This design comes from an exercise in tuning for small area, a short achievable clock period and few clock cycles per item on the open sky130 flow, not from production work. In this exercise RTL edits were held to simulation tests only and were not proved equivalent to the original.

Design ectf17_sc, start of the top module:
module ectf17_sc (
    input  wire         clk,
    input  wire         rst,
    input  wire         cmd_valid,
    output wire         cmd_ready,
    input  wire [1:0]   cmd_op,
    input  wire [127:0] cmd_data,
    output reg          rsp_valid,
    output wire [127:0] rsp_data
);
==> flow/config.mk <==
export PLATFORM = sky130hd
export DESIGN_NAME = ectf17_sc
export DESIGN_NICKNAME = ectf17_sc
export VERILOG_FILES = /design/flow/design.v
export SDC_FILE = /design/flow/constraint.sdc
export NUM_CORES = 4
export LEC_CHECK = 0
export CAP_MARGIN = 20
export CORE_MARGIN = 2
export CORE_UTILIZATION = 60
export CTS_CLUSTER_DIAMETER = 80
export CTS_CLUSTER_SIZE = 20
export PLACE_DENSITY = 0.78
export SETUP_SLACK_MARGIN = 5
export SLEW_MARGIN = 20
==> flow/constraint.sdc <==
create_clock -name core_clock -period 10.0 [get_ports {clk}]
set_input_delay 2.0000 -clock core_clock [delete_from_list [all_inputs] [get_ports {clk}]]
set_output_delay 2.0000 -clock core_clock [all_outputs]
set_load 0.01 [all_outputs]
standard.sh (not shown) runs the stock make flow with config.mk's settings and CLKGATE_MAP_FILE= SYNTH_SCRIPT=/design/flow/synth_recipe.tcl, a recipe that flattens the netlist after the stock synthesis.
==> flow/flow/run.sh <==
#!/bin/bash
# The standard layout (the standard.sh, unchanged synthesis and steps),
# with one change: the port buffers that global placement inserts on every
# input and output are sky130_fd_sc_hd__buf_1 cells instead of the default
# choice (clkdlybuf4s50_1), which is larger. Every port still gets its
# own buffer. The make output goes to layout.log in this folder; each ORFS
# step keeps its own log under orfs/logs/.
set -euo pipefail
export BUFFER_PORTS_ARGS="-buffer_cell sky130_fd_sc_hd__buf_1"
bash standard.sh > layout.log 2>&1
The baseline produced a clean layout.
Testbench counts at the start, summed over its fixed seeds: cycles 33,872, items 512.
Next try:
Settings changed: CORE_UTILIZATION 60 to 40, PLACE_DENSITY 0.78 to 0.6.
Effect: Final cell count went up by 8.8%. First-iteration DRC count came out lower by about 20%. Area after synthesis does not change. Critical path depth rose by 8. Clock-buffer cell count rose by 11. Register-to-register slack gets better by 0.05 ns. Core utilization falls by 22 points. Setup slack improves by 0.051 ns. Die area came out higher by about 50%.
Next try:
Settings changed: CORE_UTILIZATION 40 to 50, PLACE_DENSITY 0.6 to 0.7.
Worst setup slack improved by 0.055 ns.
Wire length barely changes.
Die area shrinks by about 20%.
Synthesized cell count does not change.
Register-to-register slack gains 0.06 ns.
Next try:
==> flow/flow/run.sh (replaced) <==
#!/bin/bash
set -euo pipefail
export BUFFER_PORTS_ARGS="-buffer_cell sky130_fd_sc_hd__buf_1"
export SETUP_SLACK_MARGIN=5.5
bash standard.sh > layout.log 2>&1
Settings changed: SETUP_SLACK_MARGIN 5 to not set.
=>
- setup slack degrades by 0.028 ns
- design area goes up by a few percent
- synthesized cell count stays the same
- die area does not change
- synthesized area is unchanged
- worst hold slack degrades by 0.019 ns
- clock skew goes up by 0.0091 ns
- via count goes up slightly

========
== willow ==
ectf17_sc, a different RTL version from the one above (not shown whole).
Size in the first run: roughly 1600 flip-flops.
// ectf17_sc
module ectf17_sc (
    input  wire         clk,
    input  wire         rst,
    input  wire         cmd_valid,
    output wire         cmd_ready,
    input  wire [1:0]   cmd_op,
    input  wire [127:0] cmd_data,
    output reg          rsp_valid,
    output wire [127:0] rsp_data
);
clock: 10.0 ns
lec_check: 0
cap_margin: 20
core_margin: 2
core_utilization: 40
cts_cluster_diameter: 80
cts_cluster_size: 20
place_density: 0.6
setup_slack_margin: 5
slew_margin: 20
==> flow/flow/run.sh <==
#!/bin/bash
# The standard layout (the standard.sh, unchanged synthesis and steps),
# with one change: the port buffers that global placement inserts on every
# input and output are sky130_fd_sc_hd__buf_1 cells instead of the default
# choice (clkdlybuf4s50_1), which is larger. Every port still gets its
# own buffer. The make output goes to layout.log in this folder; each ORFS
# step keeps its own log under orfs/logs/.
set -euo pipefail
export BUFFER_PORTS_ARGS="-buffer_cell sky130_fd_sc_hd__buf_1"
bash standard.sh > layout.log 2>&1
Testbench counts of willow, summed over its fixed seeds: cycles 33,872, items 512.
Input changes introduced in raven (baseline for comparison: willow):
==> flow/run.sh (new file) <==
#!/bin/bash
# synth_recipe.tcl (not shown) runs the flow's synth.tcl, then flattens the netlist and writes it again
# the make line also repeats each setting of config.mk as NAME=value (left out here)
make -C /OpenROAD-flow-scripts/flow DESIGN_CONFIG=/design/flow/config.mk WORK_HOME=/design/flow/orfs CLKGATE_MAP_FILE= SYNTH_SCRIPT=/design/flow/synth_recipe.tcl finish
removed: flow/flow/run.sh
removed: flow/standard.sh
--- outcome ---
Comparing willow and raven, last weighted congestion value of the routability-driven placer is lower on willow.
Re met3 demand-to-capacity share in global routing: willow and raven aren't equal, and the higher value belongs to raven.
Summary: with willow as the reference, maximum number of pins on one net before global-route repair in raven moved down by a little under 10%.
Worst-case setup margin in the final layout delta (raven − willow): unfavourable
Re die area: no difference whatsoever between raven and willow.

-- re-timing with driven ports --
Ports are ideal in the flow. The routed layouts listed here were re-timed in OpenROAD.
Step 1, drivers: a clkbuf_16 drives clk and a buf_2 each remaining input, both assumed.
Step 2 times the ports against the registers' clock, not the clock port: input delays grow and output delays shrink by t, the midpoint of the rising clock arrivals with the driver on.
Slacks: ideal ports / drivers / drivers and shift; pairs: ideal ports / drivers.
run	t, ns	setup slack, ns	worst setup path after step 2
the first run of note 1	0.869	4.902 / 4.902 / 4.439	input to register
the second run of note 1	0.908	4.953 / 4.953 / 4.513	input to register
the third run of note 1	0.863	5.008 / 5.008 / 4.472	input to register
the fourth run of note 1	0.853	4.979 / 4.979 / 4.941	input to register
willow	0.904	4.463 / 4.463 / 4.445	input to register
raven	0.914	4.423 / 4.423 / 4.410	input to register
After both steps setup and hold are still met in every run listed. The setup slack of the third run of note 1, which loses most, moves by 0.000 ns with the drivers and by -0.536 ns with both steps.
